Background: an optimization exercise with open tools, aiming at small area and a short achievable clock period. Do not read the settings as production practice.
At most, simulation tests tie the RTL to the original design; equivalence was not proved.

==> inputs of v36 <==
==> flow/design.v (excerpt) <==
module f007th_core (
    input  wire        clk,
    input  wire        rst,
    input  wire        rx,
    output reg         o_valid,
    output reg  [2:0]  o_err,
    output reg  [7:0]  o_dev,
    output reg  [3:0]  o_ch,
    output reg         o_batt,
    output reg  [11:0] o_tcode,
    output reg  [7:0]  o_hum
);
    localparam [1:0] PH_SEARCH = 2'd0;
    localparam [1:0] PH_SHORT  = 2'd1;
    localparam [1:0] PH_LONG   = 2'd2;
    localparam integer NSLOT = 256;
    localparam integer WW    = 18;
    reg [1:0] ph;
    reg [3:0] tmr;
    reg       exp_lvl;
    reg [3:0] hdr;
    reg       fz;
    reg [2:0] nbits;
    reg [2:0] nbytes;
    wire match    = (rx == exp_lvl);
    wire tmr_last = (tmr == 4'd1);
    wire hchk     = (ph == PH_LONG) && tmr_last;
    wire exp_new  = exp_lvl ^ match;
    wire bit_val  = exp_new;
    wire hdr_ok   = (hdr >= 4'd10);
    wire hdr_hit  = hchk && !fz && bit_val;
    wire hdr_err  = hchk && !fz && !bit_val && !hdr_ok;
    wire emit     = hchk && (fz || (!bit_val && hdr_ok));
    wire byte_done = emit && (nbits == 3'd7);
    wire frame     = hchk && fz && (nbits == 3'd7) && (nbytes == 3'd5);
    wire qchk_fail = (ph == PH_SHORT) && tmr_last && !match;
    wire restart   = qchk_fail || hdr_err || frame || (ph == 2'b11);
    always @(posedge clk) begin
        if (rst || restart) begin
            ph      <= PH_SEARCH;
            tmr     <= 4'd0;
            exp_lvl <= 1'b1;
  ...
==> flow/config.mk <==
export PLATFORM = sky130hd
export DESIGN_NAME = f007th_core
export DESIGN_NICKNAME = f007th_core
export VERILOG_FILES = /design/flow/design.v
export SDC_FILE = /design/flow/constraint.sdc
export NUM_CORES = 4
export LEC_CHECK = 0
export ABC_CLOCK_PERIOD_IN_PS = 2500
export CAP_MARGIN = 20
export CORE_MARGIN = 2
export CORE_UTILIZATION = 65
export CTS_BUF_LIST = sky130_fd_sc_hd__clkbuf_16
export CTS_CLUSTER_DIAMETER = 40
export CTS_CLUSTER_SIZE = 20
export PLACE_DENSITY = 0.75
export SLEW_MARGIN = 20
==> flow/constraint.sdc <==
create_clock -name core_clock -period 12.0 [get_ports {clk}]
set_input_delay 2.4000 -clock core_clock [delete_from_list [all_inputs] [get_ports {clk}]]
set_output_delay 2.4000 -clock core_clock [all_outputs]
set_load 0.01 [all_outputs]
standard.sh (not shown) runs the stock make flow with config.mk's settings and CLKGATE_MAP_FILE= SYNTH_SCRIPT=/design/flow/synth_recipe.tcl, a recipe that flattens the netlist after the stock synthesis.
==> flow/flow/run.sh <==
#!/bin/bash
set -uo pipefail
bash standard.sh SETUP_SLACK_MARGIN=9.0 finish > standard_flow.log 2>&1
==> v3 (differences from v36) <==
--- a/flow/design.v
+++ b/flow/design.v
@@ -1,17 +1,17 @@
 module f007th_core (
     input  wire        clk,
     input  wire        rst,
     input  wire        rx,
     output reg         o_valid,
-    output reg  [2:0]  o_err,
-    output reg  [7:0]  o_dev,
+    output wire [2:0]  o_err,
+    output wire [7:0]  o_dev,
     output reg  [3:0]  o_ch,
-    output reg         o_batt,
-    output reg  [11:0] o_tcode,
-    output reg  [7:0]  o_hum
+    output wire        o_batt,
+    output wire [11:0] o_tcode,
+    output wire [7:0]  o_hum
 );
     localparam [1:0] PH_SEARCH = 2'd0;
     localparam [1:0] PH_SHORT  = 2'd1;
     localparam [1:0] PH_LONG   = 2'd2;
     localparam integer NSLOT = 256;
     localparam integer WW    = 18;
@@ -122,36 +122,37 @@
     reg [WW-1:0]       h;         
     reg           hit;       
     wire [WW-1:0] rout = ring[NSLOT*WW-1 -: WW];
     wire [WW-1:0] rin  = clr ? {WW{1'b0}} : ((wbp && hit) ? h : rout);
     always @(posedge clk)
         ring <= {ring[NSLOT*WW-WW-1:0], rin};
+    wire [7:0] ptr_nx = {ptr[6:0], ptr[7] ^ ptr[5] ^ ptr[4] ^ ptr[3] ^ (ptr[6:0] == 7'd0)};
     always @(posedge clk) begin
         if (rst) begin
             ptr <= 8'd0;
             clr <= 1'b1;
         end else begin
-            ptr <= ptr + 8'd1;
-            if (ptr == 8'd255)
+            ptr <= ptr_nx;
+            if (ptr == 8'd128)
                 clr <= 1'b0;
         end
     end
     always @(posedge clk)
-        hit <= (ptr + 8'd1 == slot);
+        hit <= (ptr_nx == slot);
     wire [10:0] s_tcode = h[17:7];
     wire [6:0]  s_hum   = h[6:0];
     wire        s_set   = (s_tcode != 11'd0);
-    wire [10:0] t_diff = (f_tcode[10:0] >= s_tcode) ? (f_tcode[10:0] - s_tcode)
-                                                    : (s_tcode - f_tcode[10:0]);
-    wire [6:0]  h_diff = (f_hum[6:0] >= s_hum) ? (f_hum[6:0] - s_hum)
-                                               : (s_hum - f_hum[6:0]);
+    wire [11:0] t_d = {1'b0, f_tcode[10:0]} - {1'b0, s_tcode};
+    wire [7:0]  h_d = {1'b0, f_hum[6:0]} - {1'b0, s_hum};
+    wire t_near = t_d[11] ? (t_d[10:0] >= 11'd1976) : (t_d[10:0] <= 11'd72);
+    wire h_near = h_d[7]  ? (h_d[6:0]  >= 7'd124)   : (h_d[6:0]  <= 7'd4);
     wire chk_id = (f_dev != 8'd0);
     wire chk_tr = (f_tcode >= 12'd181) && (f_tcode <= 12'd1619);
     wire chk_hr = (f_hum < 8'd100);
-    wire chk_tj = !s_set || (t_diff <= 11'd72);
-    wire chk_hj = !s_set || (h_diff <= 7'd4);
+    wire chk_tj = !s_set || t_near;
+    wire chk_hj = !s_set || h_near;
     reg [2:0] verdict;
     always @(posedge clk) begin
         if (!chk_id)      verdict <= 3'd1;
         else if (!chk_tr) verdict <= 3'd2;
         else if (!chk_hr) verdict <= 3'd3;
         else if (!chk_tj) verdict <= 3'd4;
@@ -172,14 +173,14 @@
             wbp <= 1'b1;
         else if (hit)
             wbp <= 1'b0;
     end
     always @(posedge clk) begin
         o_valid <= !rst && frame;
-        o_err   <= verdict;
-        o_dev   <= f_dev;
         o_ch    <= {1'b0, f_chraw} + 4'd1;
-        o_batt  <= f_batt;
-        o_tcode <= f_tcode;
-        o_hum   <= f_hum;
     end
+    assign o_err   = verdict;
+    assign o_dev   = f_dev;
+    assign o_batt  = f_batt;
+    assign o_tcode = f_tcode;
+    assign o_hum   = f_hum;
 endmodule
==> flow/flow/run.sh (replaced) <==
#!/bin/bash
set -uo pipefail
bash standard.sh SETUP_SLACK_MARGIN=8.5 \
  "CTS_ARGS=-sink_clustering_enable -repair_clock_nets -sink_clustering_size 25 -sink_clustering_max_diameter 50 -buf_list sky130_fd_sc_hd__clkbuf_16 -dont_use_dummy_load" \
  finish > standard_flow.log 2>&1
ABC_CLOCK_PERIOD_IN_PS = default   (was 2500)
CORE_UTILIZATION = 70   (was 65)
CTS_BUF_LIST = default   (was sky130_fd_sc_hd__clkbuf_16)
CTS_CLUSTER_DIAMETER = default   (was 40)
CTS_CLUSTER_SIZE = default   (was 20)
PLACE_DENSITY = 0.8   (was 0.75)
==> qor summary <==
| metric | v36 | v3 |
|---|---|---|
| Run status | complete, no violations | stopped before the end |
| Failing step | - | clock tree synthesis (4_1_cts) |
| Number of setup buffers added after CTS | 26 | 34 |
| Flops & latches, synth | 4735 | 4703 |
| Final RePlAce weighted congestion | 0.767 | 0.717 |
| Clock H-tree levels | 5 | 4 |
| Area of the mapped netlist | 99400 sq um | 98400 sq um |
| Starting density of the core | 65.5% | 70.5% |
| Setup slack after placement | 7.66 ns | 7.34 ns |
| DIE HEIGHT | 395 microns | 379 microns |
| Placement-stage cell area | 102000 sq um | 101000 sq um |
| Max Buffers Root-to-Sink | 4 | 3 |
| Gate count of the mapped netlist | 5367 | 5272 |
| Row count | 143 | 137 |
| Proportion of synthesized chip area in sequential cells | 95.9% | 96.3% |
| Share of cell area taken by muxes after synthesis | 0.391% | 0.397% |
| Area share of xor/xnor cells in the synthesized design | 0.299% | 0.303% |
| Number of sinks driven by the clock tree | 4735 | 4703 |
| Synth top area share | 94.2% | 94.5% |
| Cells after DPL | 7415 | 7137 |
| Number of buffers created by CTS | 358 | 219 |
The RTL of v36 was laid out without a check of its function.

separate check: timing with driven ports:
The flow's constraints put no driver on any port. The routed layout listed below was extracted and timed again, unchanged, in two steps. Step 1 sets driving cells, clkbuf_16 on the clock port and buf_2 on the other inputs (assumed; they add their load-dependent delay and slew). Step 2 times the ports against the registers' clock, not the clock port: input delays grow and output delays shrink by t, the midpoint of the rising clock arrivals with the driver on. a / b / c = ideal / step 1 / step 2; a / b = the first two.
run: v36
shift t [ns]: 0.974
setup slack, ns: 8.275 / 8.199 / 8.116
worst register clock-pin slew, ns: 0.10 / 0.10
worst data-port slew with drivers (ns): 0.06
After both steps v36 still meets setup and hold. For v36, drivers alone change the setup slack by -0.076 ns; drivers and shift together by -0.159 ns.
